This is an optimization exercise on Yosys and OpenROAD, whose aim is small area and few clock cycles per item, not a production implementation. In this exercise RTL edits were held to simulation tests only and were not proved equivalent to the original.

==> run a <==
==> flow/design.v <==
module magenta_sbox (
    input  wire [7:0] x,
    output wire [7:0] y
);
    function [7:0] xtime;
        input [7:0] v;
        begin
            xtime = {v[6:0], 1'b0} ^ (v[7] ? 8'h65 : 8'h00);
        end
    endfunction
    wire [4:0] h = x[7:3];
    wire [7:0] base;
    assign base[0] = 32'h728f092f >> h;
    assign base[1] = 32'h2236e2cc >> h;
    assign base[2] = 32'hc4c1a29a >> h;
    assign base[3] = 32'h85cf5f1c >> h;
    assign base[4] = 32'ha3c24bc8 >> h;
    assign base[5] = 32'hff37ba02 >> h;
    assign base[6] = 32'hc313068a >> h;
    assign base[7] = 32'h6a173d7c >> h;
    wire [7:0] m4 = x[2] ? xtime(xtime(xtime(xtime(base)))) : base;
    wire [7:0] m2 = x[1] ? xtime(xtime(m4)) : m4;
    wire [7:0] m1 = x[0] ? xtime(m2) : m2;
    assign y = (x == 8'hff) ? 8'h00 : m1;
endmodule
module magenta_pi (
    input  wire [127:0] x,
    output wire [127:0] y
);
    wire [127:0] sx;
    wire [127:0] ax;
    genvar j, i;
    generate
        for (j = 0; j < 16; j = j + 1) begin : g_s1
            magenta_sbox u_s1 (.x(x[127-8*j -: 8]), .y(sx[127-8*j -: 8]));
        end
        for (i = 0; i < 8; i = i + 1) begin : g_pair
            assign ax[127-16*i -: 8]     = x[127-8*i -: 8]     ^ sx[127-8*(i+8) -: 8];
            assign ax[127-16*i-8 -: 8]   = x[127-8*(i+8) -: 8] ^ sx[127-8*i -: 8];
        end
        for (j = 0; j < 16; j = j + 1) begin : g_s2
            magenta_sbox u_s2 (.x(ax[127-8*j -: 8]), .y(y[127-8*j -: 8]));
        end
    endgenerate
endmodule
module magenta_core (
    input  wire         clk,
    input  wire         rst,         
    input  wire         start,       
    input  wire         decrypt,     
    input  wire [1:0]   ksize,       
    input  wire [255:0] key,         
    input  wire [127:0] din,         
    output wire         ready,
    output wire         done,
    output wire [127:0] dout
);
    reg         busy;
    reg         done_r;
    reg [2:0]   round;       
    reg [2:0]   step;        
    reg         swap;        
    reg [1:0]   ksize_r;
    reg [255:0] key_r;
    reg [63:0]  h0, h1;      
    reg [127:0] c;           
    function [1:0] sched;
        input [1:0] ks;
        input [2:0] r;
        begin
            case (ks)
                2'd0:    sched = (r == 3'd2 || r == 3'd3) ? 2'd1 : 2'd0;
                2'd1:    case (r)
                             3'd1, 3'd4: sched = 2'd1;
                             3'd2, 3'd3: sched = 2'd2;
                             default:    sched = 2'd0;
                         endcase
                default: case (r)
                             3'd1, 3'd6: sched = 2'd1;
                             3'd2, 3'd5: sched = 2'd2;
                             3'd3, 3'd4: sched = 2'd3;
                             default:    sched = 2'd0;
                         endcase
            endcase
        end
    endfunction
    function [127:0] split;
        input [127:0] v;
        integer k;
        begin
            for (k = 0; k < 8; k = k + 1) begin
                split[127-8*k -: 8] = v[127-16*k -: 8];
                split[63-8*k -: 8]  = v[127-16*k-8 -: 8];
            end
        end
    endfunction
    wire [2:0] last_round = (ksize_r == 2'd2) ? 3'd7 : 3'd5;
    wire last_step = (step == 3'd5);
    wire next_t    = step[0];        
    wire last_blk  = busy && last_step && (round == last_round);
    wire [1:0] sk_sel = last_step ? sched(ksize_r, round + 3'd1)
                                  : sched(ksize_r, round);
    reg [63:0] subkey;
    always @(*) begin
        case (sk_sel)
            2'd0: subkey = key_r[255:192];
            2'd1: subkey = key_r[191:128];
            2'd2: subkey = key_r[127:64];
            default: subkey = key_r[63:0];
        endcase
    end
    wire [127:0] pi_mid, pi_out;
    magenta_pi u_pi0 (.x(c),      .y(pi_mid));
    magenta_pi u_pi1 (.x(pi_mid), .y(pi_out));
    wire [127:0] ps = split(pi_out);
    wire [63:0]  hsel   = (last_step ? swap : !swap) ? h1 : h0;
    wire [63:0]  new_hi = hsel ^ ps[127:64];
    wire [63:0]  new_lo = subkey ^ (last_step ? 64'd0 : ps[63:0]);
    wire accept = start && !busy;
    always @(posedge clk) begin
        if (accept)
            c <= {decrypt ? din[127:64] : din[63:0], key[255:192]};
        else if (next_t)
            c <= {new_hi, new_lo};
        else
            c <= pi_out;
        if (accept) begin
            key_r   <= key;
            ksize_r <= ksize;
        end
        if (accept || (busy && last_step && !swap))
            h0 <= accept ? din[127:64] : new_hi;
        if (accept || (busy && last_step && swap))
            h1 <= accept ? din[63:0] : new_hi;
    end
    always @(posedge clk) begin
        if (rst) begin
            busy   <= 1'b0;
            done_r <= 1'b0;
        end else begin
            done_r <= last_blk;
            if (accept)
                busy <= 1'b1;
            else if (last_blk)
                busy <= 1'b0;
        end
    end
    always @(posedge clk) begin
        if (accept) begin
            round <= 3'd0;
            step  <= 3'd0;
            swap  <= decrypt;
        end else if (busy) begin
            step <= last_step ? 3'd0 : step + 3'd1;
            if (last_step) begin
                round <= round + 3'd1;
                swap  <= ~swap;
            end
        end
    end
    assign ready = !busy;
    assign done  = done_r;
    assign dout  = {h0, h1};
endmodule
==> flow/flow/run.sh <==
#!/bin/bash
# Layout flow: the standard flow, except for three settings.
#  - Synthesis maps the logic with an area-oriented ABC script
#    (flow/abc.script) and without Yosys's adder extraction.
#  - Port buffers use the smallest buffer cell.
#  - Clock tree: larger sink clusters and no dummy loads, for fewer buffers.
# Everything else is the standard flow unchanged.
set -euo pipefail
W=$PWD
rm -rf "$W/scripts_mod"
cp -r "$FLOW_HOME/scripts" "$W/scripts_mod"
cp "$W/flow/abc.script" "$W/scripts_mod/abc_speed.script"
cp "$W/flow/abc.script" "$W/scripts_mod/abc_area.script"
SCRIPTS_DIR="$W/scripts_mod" ADDER_MAP_FILE= bash "$W/standard.sh" synth > "$W/flow_synth.log" 2>&1
BUFFER_PORTS_ARGS="-buffer_cell sky130_fd_sc_hd__buf_1" \
CTS_ARGS="-sink_clustering_enable -repair_clock_nets -sink_clustering_size 20 -sink_clustering_max_diameter 100 -dont_use_dummy_load" \
  bash "$W/standard.sh" > "$W/flow_layout.log" 2>&1
==> flow/flow/abc.script <==
strash
&get -n
&deepsyn -T 120
&put
dch -f
amap
topo
stime -c
==> flow/standard.sh <==
#!/bin/bash
# synth_recipe.tcl (not shown) runs the flow's synth.tcl, then flattens the netlist and writes it again
# the make line also repeats each setting of config.mk as NAME=value (left out here)
make -C /OpenROAD-flow-scripts/flow DESIGN_CONFIG=/design/flow/config.mk WORK_HOME=/design/flow/orfs CLKGATE_MAP_FILE= SYNTH_SCRIPT=/design/flow/synth_recipe.tcl "${@:-finish}"
==> flow/config.mk <==
export PLATFORM = sky130hd
export DESIGN_NAME = magenta_core
export DESIGN_NICKNAME = magenta_core
export VERILOG_FILES = /design/flow/design.v
export SDC_FILE = /design/flow/constraint.sdc
export NUM_CORES = 4
export LEC_CHECK = 0
export CAP_MARGIN = 5
export CELL_PAD_IN_SITES_DETAIL_PLACEMENT = 1
export CELL_PAD_IN_SITES_GLOBAL_PLACEMENT = 1
export CORE_MARGIN = 2
export CORE_UTILIZATION = 35
export SLEW_MARGIN = 5
==> flow/constraint.sdc <==
create_clock -name core_clock -period 20.0 [get_ports {clk}]
set_input_delay 4.0000 -clock core_clock [delete_from_list [all_inputs] [get_ports {clk}]]
set_output_delay 4.0000 -clock core_clock [all_outputs]
set_load 0.01 [all_outputs]
==> run b (differences from run a) <==
--- a/flow/flow/run.sh
+++ b/flow/flow/run.sh
@@ -14,4 +14,4 @@
 SCRIPTS_DIR="$W/scripts_mod" ADDER_MAP_FILE= bash "$W/standard.sh" synth > "$W/flow_synth.log" 2>&1
 BUFFER_PORTS_ARGS="-buffer_cell sky130_fd_sc_hd__buf_1" \
-CTS_ARGS="-sink_clustering_enable -repair_clock_nets -sink_clustering_size 20 -sink_clustering_max_diameter 100 -dont_use_dummy_load" \
+CTS_ARGS="-sink_clustering_enable -repair_clock_nets -sink_clustering_size 30 -sink_clustering_max_diameter 70 -dont_use_dummy_load" \
   bash "$W/standard.sh" > "$W/flow_layout.log" 2>&1
--- a/flow/config.mk
+++ b/flow/config.mk
@@ -6,8 +6,8 @@
 export NUM_CORES = 4
 export LEC_CHECK = 0
-export CAP_MARGIN = 5
+export CAP_MARGIN = 20
 export CELL_PAD_IN_SITES_DETAIL_PLACEMENT = 1
 export CELL_PAD_IN_SITES_GLOBAL_PLACEMENT = 1
 export CORE_MARGIN = 2
 export CORE_UTILIZATION = 35
-export SLEW_MARGIN = 5
+export SLEW_MARGIN = 20
==> results.txt <==
Against run b, the count of clock-buffer cells in the layout of run a is lower by 23.
In die area, run a and run b do not differ.
Utilization: run b is higher than run a (0.37 points).
In run b the maximum frequency is lower than in run a, by about 0.7%.
Run b passed the timing, DRC and antenna checks. Run a finished clean.
In synthesized cell count, run a and run b do not differ.
Critical path depth: run b is lower than run a (19).
Via count is about the same in run a and run b.
Non-clock buffer count: run b is higher than run a (5).
==> figures <==
Status: run a complete, no violations; run b complete, no violations
Area of the multi-input gates: run a 46020 sq um; run b 46060 sq um
Clock buffer cells: run a 47; run b 70
Critical Path Source: run a c[13]; run b c[54]
Sequential share of cell area: run a 19.58%; run b 19.40%
Design Area, Final: run a 73280 sq um; run b 73970 sq um
Area fraction of clock buffers and clock inverters: run a 1.605%; run b 2.368%
Number of buffers outside the clock class in the layout: run a 723; run b 728
Pre-antenna DRT Iters: run a 6; run b 8
Post-layout minimum cycle time: run a 18.26 ns; run b 18.38 ns
Sum of routed wire length over all layers: run a 318.1 mm; run b 319.2 mm
Crit path DAT: run a 18.72 ns; run b 18.84 ns
Layout Cells excl Fill: run a 13790; run b 13810
Count of buffering cells on the critical path with inverters included: run a 15; run b 11
Worst-path cell with the longest stage delay: run a sky130_fd_sc_hd__dfxtp_1; run b sky130_fd_sc_hd__o21ai_0
Final Net Count: run a 11680; run b 11700
Instance area at placement: run a 71650 sq um; run b 71700 sq um
Clock edge transition at the registers on the reported setup and hold paths: run a 0.09 ns; run b 0.06 ns
Crit Reg-Reg Endpoint: run a h1[29]; run b c[45]
ANT cells: run a 22; run b 18
Share of cells above drive strength 1: run a 3.155%; run b 3.448%
Testbench counts of run a, summed over its fixed seeds: cycles 20,924, items 512.
Testbench counts of run b, summed over its fixed seeds: cycles 20,924, items 512.

afterwards: timing with drivers on the ports:
No port has a modelled driver above. Below, the same layouts with a new extraction and two added sets of constraints.
Step 1 sets driving cells, clkbuf_16 on the clock port and buf_2 on the other inputs (assumed; they add their load-dependent delay and slew).
Step 2 moves the port delays by t, midway between the first and last clock arrival at a register: inputs arrive t later, outputs are due t later. That takes back most of the time a late clock gives input paths.
Slacks: ideal ports / drivers / drivers and shift; pairs: ideal ports / drivers.
run | t, ns | setup slack, ns | worst hold slack (ns)
run a | 0.764 | 1.745 / 1.745 / 1.745 | 0.473 / 0.473 / 0.473
run b | 0.770 | 1.617 / 1.617 / 1.617 | 0.467 / 0.467 / 0.467
After both steps setup and hold are still met in every run listed.
